This is an optimization exercise on Yosys and OpenROAD, whose aim is small area and few clock cycles, not a production implementation. For this run, only the layout was checked, not whether the RTL still works. Power is estimated from default activity; no workload was simulated.

**flow/design.v**
```verilog
module crc16_x25_byte (
    input  wire [15:0] crc_in,
    input  wire [7:0]  data,
    output reg  [15:0] crc_out
);
    integer i;
    reg [15:0] c;
    always @(*) begin
        c = crc_in ^ {8'h00, data};
        for (i = 0; i < 8; i = i + 1) begin
            if (c[0])
                c = (c >> 1) ^ 16'h8408;
            else
                c = c >> 1;
        end
        crc_out = c;
    end
endmodule
module hdlc_rx32 (
    input  wire        clk,
    input  wire        rst,
    input  wire        rx_valid,
    output wire        rx_ready,
    input  wire [31:0] rx_data,
    input  wire  [2:0] rx_len,
    input  wire        rx_clear,
    output wire        pl_valid,
    input  wire        pl_ready,
    output wire [31:0] pl_data,
    output reg   [2:0] pl_len,
    output wire        pl_end,
    output wire        pl_crc_ok,
    output wire        pl_abort
);
    localparam [7:0]  FLAG = 8'h7E;
    localparam [7:0]  ESC  = 8'h7D;
    localparam [15:0] RESIDUE = 16'hF0B8;
    reg        open_r;      
    reg        ne_r;        
    reg        esc_r;       
    reg  [1:0] hc_r;        
    reg  [7:0] h0_r;        
    reg  [7:0] h1_r;        
    reg [15:0] crc_r;       
    reg  [1:0] off_r;       
    integer p;
    reg  [3:0] inr, fl, vl, en, esc_at;
    reg  [7:0] u [0:3];
    reg        o, n, e;
    always @(*) begin
        o = open_r; n = ne_r; e = esc_r;
        for (p = 0; p < 4; p = p + 1) begin
            inr[p]    = (p >= off_r) && (p < rx_len);
            fl[p]     = inr[p] && (rx_data[8*p +: 8] == FLAG);
            vl[p]     = 1'b0;
            en[p]     = 1'b0;
            esc_at[p] = e;
            u[p]      = rx_data[8*p +: 8] ^ {2'b00, e, 5'b00000};
            if (fl[p]) begin
                en[p] = o && n;
                o = 1'b1; n = 1'b0; e = 1'b0;
            end else if (inr[p] && o) begin
                n = 1'b1;
                if (!e && rx_data[8*p +: 8] == ESC) begin
                    e = 1'b1;
                end else begin
                    e = 1'b0;
                    vl[p] = 1'b1;
                end
            end
        end
    end
    wire       has_end = |en;
    wire [2:0] cut = en[0] ? 3'd0 : en[1] ? 3'd1 : en[2] ? 3'd2 : en[3] ? 3'd3 : 3'd4;
    wire       two_ends = (en[0] && (en[2] || en[3])) || (en[1] && en[3]);
    wire       split = !rx_clear && (two_ends || (en[0] && vl[1] && vl[2] && vl[3]));
    reg  [3:0] em;
    reg        hin, fseen;
    always @(*) begin
        fseen = 1'b0;
        em = 4'd0;
        for (p = 3; p >= 0; p = p - 1) begin
            if (p < cut) begin
                em[p] = vl[p] && !fseen;
                if (fl[p]) fseen = 1'b1;
            end
        end
        hin = !fseen;
    end
    wire [1:0] hce = hin ? hc_r : 2'd0;
    wire [7:0] v0 = em[0] ? u[0] : em[1] ? u[1] : u[2];
    wire [7:0] v1 = (em[0] && em[1]) ? u[1] : ((em[0] || em[1]) && em[2]) ? u[2] : u[3];
    reg  [2:0] nem;
    always @(*) begin
        case (em)
            4'b0000: nem = 3'd0;
            4'b0001, 4'b0010, 4'b0100, 4'b1000: nem = 3'd1;
            4'b0111, 4'b1011, 4'b1101, 4'b1110: nem = 3'd3;
            4'b1111: nem = 3'd4;
            default: nem = 3'd2;
        endcase
    end
    reg  [2:0] nemit;
    reg        tge2;
    always @(*) begin
        case ({hce, nem})
            5'b00_000:            begin tge2 = 1'b0; nemit = 3'd0; end
            5'b00_001, 5'b01_000: begin tge2 = 1'b0; nemit = has_end ? 3'd1 : 3'd0; end
            5'b00_010, 5'b01_001, 5'b10_000: begin tge2 = 1'b1; nemit = 3'd0; end
            5'b00_011, 5'b01_010, 5'b10_001: begin tge2 = 1'b1; nemit = 3'd1; end
            5'b00_100, 5'b01_011, 5'b10_010: begin tge2 = 1'b1; nemit = 3'd2; end
            5'b01_100, 5'b10_011: begin tge2 = 1'b1; nemit = 3'd3; end
            5'b10_100:            begin tge2 = 1'b1; nemit = 3'd4; end
            default:              begin tge2 = 1'b1; nemit = 3'd0; end
        endcase
    end
    reg [7:0] s0, s1, s2;
    always @(*) begin
        case (hce)
            2'd2:    begin s0 = h0_r; s1 = h1_r; s2 = v0; end
            2'd1:    begin s0 = h1_r; s1 = v0;   s2 = v1; end
            default: begin s0 = v0;   s1 = v1;   s2 = v1; end
        endcase
    end
    assign pl_data = {v1, s2, s1, s0};
    wire [15:0] r1s, r2s, n3, n4;
    crc16_x25_byte u_r1 (.crc_in(crc_r), .data(h0_r), .crc_out(r1s));
    wire [15:0] r1 = (hc_r == 2'd2) ? r1s : crc_r;
    crc16_x25_byte u_r2 (.crc_in(r1), .data(h1_r), .crc_out(r2s));
    wire [15:0] r2 = (hc_r != 2'd0) ? r2s : r1;
    wire [15:0] n0 = hin ? crc_r : 16'hFFFF;
    wire [15:0] n1 = hin ? r1 : 16'hFFFF;
    wire [15:0] n2 = hin ? r2 : 16'hFFFF;
    crc16_x25_byte u_n3 (.crc_in(n2), .data(v0), .crc_out(n3));
    crc16_x25_byte u_n4 (.crc_in(n3), .data(v1), .crc_out(n4));
    reg [15:0] nsel, rcv;
    always @(*) begin
        case (nem)
            3'd0:    begin nsel = n0; rcv = {h1_r, h0_r}; end
            3'd1:    begin nsel = n1; rcv = {v0, h1_r}; end
            3'd2:    begin nsel = n2; rcv = {v1, v0}; end
            default: begin nsel = n3; rcv = {u[2], v1}; end
        endcase
    end
    wire [15:0] crc_n = (nem[2]) ? n4 : nsel;
    wire esc_cut  = esc_at[cut[1:0]];
    wire crc_good = (nsel == ~rcv) && !esc_cut && tge2;
    reg [7:0] nh0, nh1;
    reg [2:0] kb;
    always @(*) begin
        nh0 = h0_r; nh1 = h1_r; kb = {1'b0, hc_r};
        for (p = 0; p < 4; p = p + 1) begin
            if (vl[p]) begin
                nh0 = nh1;
                nh1 = u[p];
                kb  = (kb == 3'd0) ? 3'd1 : 3'd2;
            end
            if (fl[p]) kb = 3'd0;
        end
    end
    wire ev = rx_clear ? (open_r && ne_r) : (has_end || nemit != 3'd0);
    assign pl_valid  = rx_valid && ev;
    always @(*) pl_len = rx_clear ? 3'd0 : nemit;
    assign pl_end    = rx_clear || has_end;
    assign pl_crc_ok = !rx_clear && crc_good;
    assign pl_abort  = rx_clear;
    wire go = rx_valid && (!ev || pl_ready);
    assign rx_ready = (!ev || pl_ready) && !split;
    always @(posedge clk) begin
        if (rst) begin
            open_r <= 1'b0;
            hc_r   <= 2'd0;
            off_r  <= 2'd0;
        end else if (go) begin
            if (rx_clear) begin
                open_r <= 1'b0;
            end else if (split) begin
                open_r <= 1'b1;
                ne_r   <= 1'b0;
                esc_r  <= 1'b0;
                hc_r   <= 2'd0;
                crc_r  <= 16'hFFFF;
                off_r  <= cut[1:0] + 2'd1;
            end else begin
                open_r <= o;
                ne_r   <= n;
                esc_r  <= e;
                hc_r   <= kb[1:0];
                crc_r  <= has_end ? 16'hFFFF : crc_n;
                h0_r   <= nh0;
                h1_r   <= nh1;
                off_r  <= 2'd0;
            end
        end
    end
endmodule
```
**flow/run.sh**
```bash
#!/bin/bash
# synth_recipe.tcl (not shown) runs the flow's synth.tcl, then flattens the netlist and writes it again
# the make line also repeats each setting of config.mk as NAME=value (left out here)
make -C /OpenROAD-flow-scripts/flow DESIGN_CONFIG=/design/flow/config.mk WORK_HOME=/design/flow/orfs CLKGATE_MAP_FILE= SYNTH_SCRIPT=/design/flow/synth_recipe.tcl finish
```
**flow/constraint.sdc**
```tcl
create_clock -name core_clock -period 5.5 [get_ports {clk}]
set_input_delay 1.1000 -clock core_clock [delete_from_list [all_inputs] [get_ports {clk}]]
set_output_delay 1.1000 -clock core_clock [all_outputs]
set_load 0.01 [all_outputs]
```
**flow/config.mk**
```make
export PLATFORM = sky130hd
export DESIGN_NAME = hdlc_rx32
export DESIGN_NICKNAME = hdlc_rx32
export VERILOG_FILES = /design/flow/design.v
export SDC_FILE = /design/flow/constraint.sdc
export NUM_CORES = 4
export LEC_CHECK = 0
export CAP_MARGIN = 20
export CORE_MARGIN = 2
export CORE_UTILIZATION = 40
export SLEW_MARGIN = 20
```
==> reports/results.ini <==
[timing]
finalSetupTns_ns=-5.26
setup_slack_ns=-0.887
drv_slew=0
finalSetupViolations=42
slew_headroom_pct=39.3
rsz0062_at_grt=yes
max_freq_mhz=157
finClkSkew_ns=0.00730
tightest_slew_ns=0.902
min_period_ns=6.39
post-route-period-util_pct=116
finalHoldViolCount=0

[setup_path]
rrSetupSlack_ns=0.36
crit_fanout=6
path_class=input pin to output port
r2r_end=h0_r[7]
rr_startpoint=off_r[0]
critPathCaptureType=output port
arrival_ns=5.29
cp-start-kind=input pin
ff2ff_path_depth=23
critPathRequiredTime_ns=4.40

[hold_path]
holdPathStages=3
hp-class=register to register
whs_endpoint=off_r[0]
worstHoldStart=off_r[0]

[placement]
numPortBuffers=79
pre_cts_ws_ns=-1.63
gp_congestion=1.03
hpwl_um=32500

[layout]
n_antenna_cell=0
seq_area_um2=1120
fin_nets=1558
multi_input_area_um2=7270
drive_gt1_share_pct=48.8
fillCellCount=1580
area.growth.synth_to_final_pct=76.1

[floorplan]
fp.dieArea_um2=20800
start_util_pct=40.6
chipWidth_um=144
rows=51
ioPinCount=80
core_um2=19400
die_y_um=144

[yosys]
seq_area_frac_synth_pct=14.3
synth_fp_nets=1062
synthFlopType=edfxtp_1
yosysUniqueCellTypes=110
async_flop_share_pct=0
syn_avg_cell_area_um2=7.74
ys_warn_count=3
netlist_area_um2=7870
synthCells=1016
synth-seq-cells=39
synth-edff-count=34

[run_status]
status=complete, but fails checks
so.violations=setup timing

[grt]
use_met2_pct=65.9
antenna_found_initial=0
grt_usage_pct=40.4
grt_pass1_vias=10200
grt_busiest_layer=met2
grt-ovfl-total=0
grt.met3_usage_pct=7.85
grt_max_degree=28
grt_first_pass_wirelength_um=62100
use_met1_pct=51.7

[detailed_routing]
vias=10700
wl_per_cell_um=24.5
drc=0
drt-initial-drc-count=1188
via_per_inst=6.03
dr.pass1.iters=5
ant_nets=0
routed_wl_um=43500

[clocking]
numCtsBuffers=5
worst_setup_hold_path_clk_slew_ns=0.08
cts_tree=done
cts_sinks=39
cts-root-buf=clkbuf_16
clockBufferDepth=2
clkLatencyLatePin_ns=0.32
cts_max_level=2

[job]
max-cap-violations=0

[power_and_ir_drop]
power.total_mw=1.44
powerDensity_nw_per_um2=104
peakVddDrop_uv=124
p_leak_nw=6.12

-- sequential cells by signal, summed over array words and instances (netlist names) --
register / count
h0_r: 8
ne_r: 1
h1_r: 8
hc_r: 2
open_r: 1
esc_r: 1
crc_r: 16
off_r: 2
-- what timing repair did --
item                       in CTS  in global routing
setup endpoints to repair      75                 79
pin swaps                      66                 69
hold buffers                    0                  0
buffers inserted               45                 47
gates cloned                    3                  2
resized for setup             315                164
-- kinds of logic after synthesis --
kind of cell | synth area share (%)
buffers and inverters | 5.63
flip-flops | 14.3
XOR/XNOR | 19.2
AO/OA/AOI/OAI | 29.5
adder cells (fa/ha/maj) | 0.954
multiplexers | 7.36
AND/OR/NAND/NOR | 23.1
-- where the power goes --
group	switching, mW	internal, mW	total (mW)	leakage, nW
combinational	0.343	0.379	0.721	5.68
sequential	0.00603	0.327	0.333	0.350
clock	0.168	0.216	0.383	0.0838
total	0.516	0.921	1.44	6.12
-- Yosys cell counts, types with 6 or more instances --
cell type	number	share of area (%)
a221oi_1	14	1.6
xnor2_1	76	8.5
and2_1	7	0.56
o211ai_1	26	2.5
ha_1	6	0.95
a211oi_1	15	1.4
buf_4	10	0.95
nor3_1	14	0.89
a31oi_1	12	0.95
a211o_1	7	0.78
a22oi_1	18	1.7
edfxtp_1	34	13
nor4_1	7	0.56
mux2_2	6	0.86
nand4_1	12	0.95
o21ai_0	77	4.9
nor2_1	90	4.3
inv_1	22	1.0
nand2_1	131	6.3
mux2i_1	43	5.5
buf_1	9	0.43
xor2_1	26	2.9
o21ai_1	9	0.57
o21a_1	6	0.57
nand3_1	31	2.0
a21oi_1	52	3.3
o221ai_1	10	1.1
o22ai_1	7	0.56
xnor3_1	14	4.0
buf_2	12	0.76
or3_1	9	0.72
o31ai_1	6	0.57
nand2b_1	12	0.95
clkbuf_1	42	2.0
a22o_1	7	0.78
-- per-stage QoR --
stage	cells	hold slack, ns	util [%]	cell area, um^2
after floorplan	1016	0.502	-	7950
after global placement	1682	0.639	61.5	11900
after detailed placement	1682	0.628	61.5	11900
after CTS	1735	0.648	66.5	12900
after global routing	1778	0.685	71.4	13800
final	1778	0.644	71.4	13800
-- area by class of cell --
| cell class | count | area share, % |
|---|---|---|
| Timing Repair Buffer | 564 | 35.0 |
| Inverter | 24 | 0.786 |
| Clock buffer | 5 | 0.903 |
| Tap cell | 265 | 2.39 |
| Sequential cell | 39 | 8.09 |
| Clock inverter | 3 | 0.316 |
| Multi-Input combinational cell | 878 | 52.5 |
-- layer usage --
metal  vias to the layer above  wire [um]
li1                       4792          -
met1                      5092      17000
met2                       648      19800
met3                       190       3970
met4                         0       2770
met5                         -          0
-- worst max-delay path, cell delays in order --
cell	delay [ns]
buf_6	0.09
nand2b_4	0.13
or4_4	0.55
o32a_4	0.41
a211o_1	0.35
and4b_1	0.24
or2_4	0.29
buf_12	0.15
nand4_1	0.14
nand2_2	0.15
buf_6	0.17
buf_4	0.13
a32oi_1	0.20
a22o_1	0.24
xor2_1	0.09
nor4_2	0.26
nand4_1	0.22
nor4_4	0.19
buf_2	0.17
-- placed cells by master, fill, tap and decap left out, drive strengths merged, types with 6 or more instances in the layout --
cell type	instances
xnor3	17
a221oi	15
nand2b	13
mux2i	46
a31oi	14
o22ai	7
o21ai	89
mux2	8
nand4	14
o211ai	29
nand3	32
xor2	30
clkdlybuf4s15	6
a211o	7
a211oi	15
nor2	93
nor4	12
o221ai	10
edfxtp	34
o21a	8
nand2	133
a21oi	52
dlygate4sd2	10
a22o	7
o31ai	6
clkbuf	9
buf	524
nor3	18
or2	8
clkdlybuf4s50	16
ha	6
xnor2	79
inv	22
a22oi	20
or3	9
and2	8
-- worst max path at each step --
stage / to / startpoint / slack [ns] / cells past startpoint
after global placement: pl_crc_ok / rx_len[2] / -1.65 / 19
after detailed placement: pl_crc_ok / rx_len[2] / -1.63 / 19
after global routing: pl_crc_ok / rx_data[11] / -1.04 / 22
final: pl_crc_ok / rx_data[7] / -0.89 / 19
after floorplan: pl_crc_ok / rx_data[0] / -0.49 / 20
after CTS: pl_crc_ok / rx_data[0] / -0.84 / 20

==> re-timing with driven ports <==
The flow's constraints put no driver on any port. The routed layout listed below was extracted and timed again, unchanged, in two steps.
Step 1: set_driving_cell puts a clkbuf_16 on clk and a buf_2 on each other input, an assumption about the parent block.
Step 2, shift: input delay + t, output delay - t, t = (earliest + latest rising clock arrival at the registers) / 2. This alone moves slack from input paths to output paths.
a / b / c = ideal / step 1 / step 2; a / b = the first two.
shift t [ns]: 0.359
slack for setup (ns): -0.887 / -0.923 / -0.923
worst slew at a driven data input, ns: 0.07
pins driven straight from the clock port: 1
For this run, drivers alone change the setup slack by -0.036 ns; drivers and shift together by -0.036 ns.
